Source: an optimization exercise on an open RTL-to-GDS flow (aim: small area and a short achievable clock period). Production flows keep margins and buffers that such runs may drop. Only simulation tests tie the RTL to the original design; equivalence was not proved.

== JK ==
==> module sht_norm, before the edit <==
module sht_norm (
    input  wire [37:0] mag,
    output wire [7:0]  e,
    output wire [22:0] f
);
    function [63:0] inc;     
        input [63:0] x;
        input        b;
        integer i;
        reg [15:0] gc;           
        reg        c;
        begin
            gc[0] = b;
            for (i = 1; i < 16; i = i + 1)
                gc[i] = gc[i-1] & (&x[4*i-1 -: 4]);
            for (i = 0; i < 64; i = i + 1) begin
                if (i % 4 == 0) c = gc[i/4];
                inc[i] = x[i] ^ c;
                c = c & x[i];
            end
        end
    endfunction
    reg [4:0] lz;
    integer i;
    always @(*) begin
        lz = 5'd16;
        for (i = 21; i < 38; i = i + 1)
            if (mag[i]) lz = 37 - i;
    end
    wire [37:0] sh = mag << lz;
    wire        g  = sh[13];
    wire        st = |sh[12:0];
    wire        up = g & (st | sh[14]);
    wire [63:0] m  = inc({40'd0, sh[37:14]}, up);
    assign f = m[22:0];           
    wire [7:0]  nlz = ~{3'd0, lz};
    reg  [7:0]  ex;
    reg         cy;
    integer k;
    always @(*) begin                        
        cy = m[24];
        for (k = 0; k < 8; k = k + 1) begin
            ex[k] = nlz[k] ^ ((8'd135 >> k) & 1'b1) ^ cy;
            cy = (nlz[k] & ((8'd135 >> k) & 1'b1)) | (cy & (nlz[k] ^ ((8'd135 >> k) & 1'b1)));
        end
    end
    assign e = ex;
endmodule
Settings: LEC_CHECK=0, ABC_AREA=1, CAP_MARGIN=20, CORE_MARGIN=2, CORE_UTILIZATION=75, CTS_BUF_LIST=sky130_fd_sc_hd__clkbuf_8, CTS_CLUSTER_DIAMETER=60, CTS_CLUSTER_SIZE=20, SLEW_MARGIN=20; clock period 60.0 ns.
standard.sh (not shown) runs the stock make flow with config.mk's settings and CLKGATE_MAP_FILE= SYNTH_SCRIPT=/design/flow/synth_recipe.tcl, a recipe that flattens the netlist after the stock synthesis.
==> flow/flow/run.sh <==
#!/bin/bash
# The standard layout (the standard.sh, unchanged synthesis and steps), except that
# the port buffers that global placement inserts on every input and output are plain
# sky130_fd_sc_hd__buf_2 cells instead of the resizer's default pick.
set -euo pipefail
export BUFFER_PORTS_ARGS="-buffer_cell sky130_fd_sc_hd__buf_2"
bash standard.sh > standard.log 2>&1
## Diff of input files: MS against JK
diff --git a/flow/design.v b/flow/design.v
--- a/flow/design.v
+++ b/flow/design.v
@@ -29,13 +29,13 @@
     end
     wire [37:0] sh = mag << lz;
     wire        g  = sh[13];
     wire        st = |sh[12:0];
     wire        up = g & (st | sh[14]);
     wire [63:0] m  = inc({40'd0, sh[37:14]}, up);
-    assign f = m[22:0];           
+    assign f = m[24] ? m[23:1] : m[22:0];
     wire [7:0]  nlz = ~{3'd0, lz};
     reg  [7:0]  ex;
     reg         cy;
     integer k;
     always @(*) begin                        
         cy = m[24];
## What came out
Fraction of the cycle the final worst path needs delta (JK -> MS): insignificant. Compared with JK, in MS total wire length after detailed routing now sits higher, HPWL after detailed placement now sits higher, gate count after technology mapping now sits higher, final non-filler cell total now sits higher. Re non-clock buffer count: MS is 0.78% up on JK. Summary of MS over JK: synthesized area has increased, layout overhead on the synthesized area has decreased, final-layout worst hold slack has decreased, area of the placeable core has increased. NOTE: met2 usage in MS exceeds that of JK.

--- another note on this design; it stands on its own ---

==> flow/design.v (excerpt) <==
module sht20_codec (
    input  wire        clk,
    input  wire        rst,         
    input  wire        in_valid,
    input  wire [2:0]  op,
    input  wire [7:0]  a,
    input  wire [7:0]  b,
    output reg         out_valid,
    output reg         err,
    output reg  [15:0] raw_masked,
    output reg  [31:0] val0,
    output reg  [31:0] val1,
    output reg  [7:0]  ureg_out,
    output wire        otp_dis,
    output wire        htr_en,
    output wire        eob,
    output reg         res_valid,
    output wire [1:0]  res
);
make LEC_CHECK=0 CAP_MARGIN=20 CORE_MARGIN=2 CORE_UTILIZATION=60 CTS_BUF_LIST=sky130_fd_sc_hd__clkbuf_8 CTS_CLUSTER_DIAMETER=60 CTS_CLUSTER_SIZE=20 SLEW_MARGIN=20 finish   # period 60.0 ns
run.sh (not shown) runs the stock make flow with config.mk's settings and CLKGATE_MAP_FILE= SYNTH_SCRIPT=/design/flow/synth_recipe.tcl, a recipe that flattens the netlist after the stock synthesis.
Edit:
Settings changed: CORE_UTILIZATION 60 to 40, CTS_BUF_LIST sky130_fd_sc_hd__clkbuf_8 to default, CTS_CLUSTER_DIAMETER 60 to 40, CTS_CLUSTER_SIZE 20 to 10.
After rerunning: Worst hold slack improved by 0.0030 ns. Synthesized cell count is unchanged. Cell area is higher by 5.9%. Clock skew is lower by 0.016 ns. Setup slack gets better by 0.080 ns. Routed wire length climbs by 3.2%. Fmax climbs by 0.60%. Sequential share of layout area shrinks by 1.6 points.
Edit:
Settings changed: CORE_UTILIZATION 40 to 60, CTS_BUF_LIST from default to sky130_fd_sc_hd__clkbuf_16, CTS_CLUSTER_DIAMETER 40 to 80, CTS_CLUSTER_SIZE 10 to 30.
Outcome: The new run went through all stages and came out clean. Utilization rises by 20 points. Die area shrinks by 33%. Setup slack loses 0.020 ns. Non-clock buffer count increases by 6.

main:
Another version of the RTL of sht20_codec (not shown whole).
For scale: roughly 120 I/O pins, ~26,000 µm² of cells after synthesis.
Settings: LEC_CHECK=0, CAP_MARGIN=20, CORE_MARGIN=2, CORE_UTILIZATION=65, CTS_BUF_LIST=sky130_fd_sc_hd__clkbuf_8, CTS_CLUSTER_DIAMETER=60, CTS_CLUSTER_SIZE=20, SLEW_MARGIN=20; clock period 60.0 ns.
standard.sh (not shown) runs the stock make flow with config.mk's settings and CLKGATE_MAP_FILE= SYNTH_SCRIPT=/design/flow/synth_recipe.tcl, a recipe that flattens the netlist after the stock synthesis.
==> flow/flow/run.sh <==
#!/bin/bash
# The standard layout (the standard.sh, unchanged synthesis and steps), except that
# the port buffers that global placement inserts on every input and output are plain
# sky130_fd_sc_hd__buf_2 cells instead of the resizer's default pick.
set -euo pipefail
export BUFFER_PORTS_ARGS="-buffer_cell sky130_fd_sc_hd__buf_2"
bash standard.sh > standard.log 2>&1
Relative to main, the following input files were edited for the feature branch:
Settings: putting ABC_AREA at 1 where nothing was set.
==> notes.md <==
- The post-synthesis to final-layout area growth was comparable across main and the feature branch.
- Compared to main, the router laid down less metal wire for the feature branch.
- Diff main -> the feature branch: final core utilization dropped 0.26 points; number of vias per cell saw a decrease; final worst setup slack -27 ps.

==> what the ideal ports hide <==
In the flow no input, the clock included, has a driving cell. The finished layouts below were timed again as built, in two steps.
Step 1 (the two cells are an assumption about what drives the block):
set clk [get_ports {clk}]
set_driving_cell -lib_cell sky130_fd_sc_hd__clkbuf_16 $clk
set_driving_cell -lib_cell sky130_fd_sc_hd__buf_2 [delete_from_list [all_inputs] $clk]
Step 2 adds t to the input delays and takes it off the output delays; t is the mean of the earliest and latest rising clock arrival at the registers after step 1. Input paths then give back, and output paths get back, about the clock's delay inside the block.
Three values: ideal ports, drivers, drivers and shift; two values: the first two.
run	shift t [ns]	setup WS [ns]	worst setup path at the end	worst register clock-pin slew, ns
JK	0.661	46.822 / 46.771 / 47.432	register to output	0.12 / 0.12
MS	0.641	46.889 / 46.838 / 47.479	register to output	0.12 / 0.12
the first run of note 2	0.701	46.423 / 46.367 / 47.068	register to output	0.12 / 0.12
the second run of note 2	0.661	46.504 / 46.443 / 47.104	register to output	0.05 / 0.05
the third run of note 2	0.656	46.484 / 46.426 / 47.082	register to output	0.10 / 0.10
main	0.691	46.871 / 46.818 / 47.509	register to output	0.12 / 0.12
the feature branch	0.686	46.844 / 46.792 / 47.479	register to output	0.11 / 0.11
After both steps setup and hold are still met in every run listed.
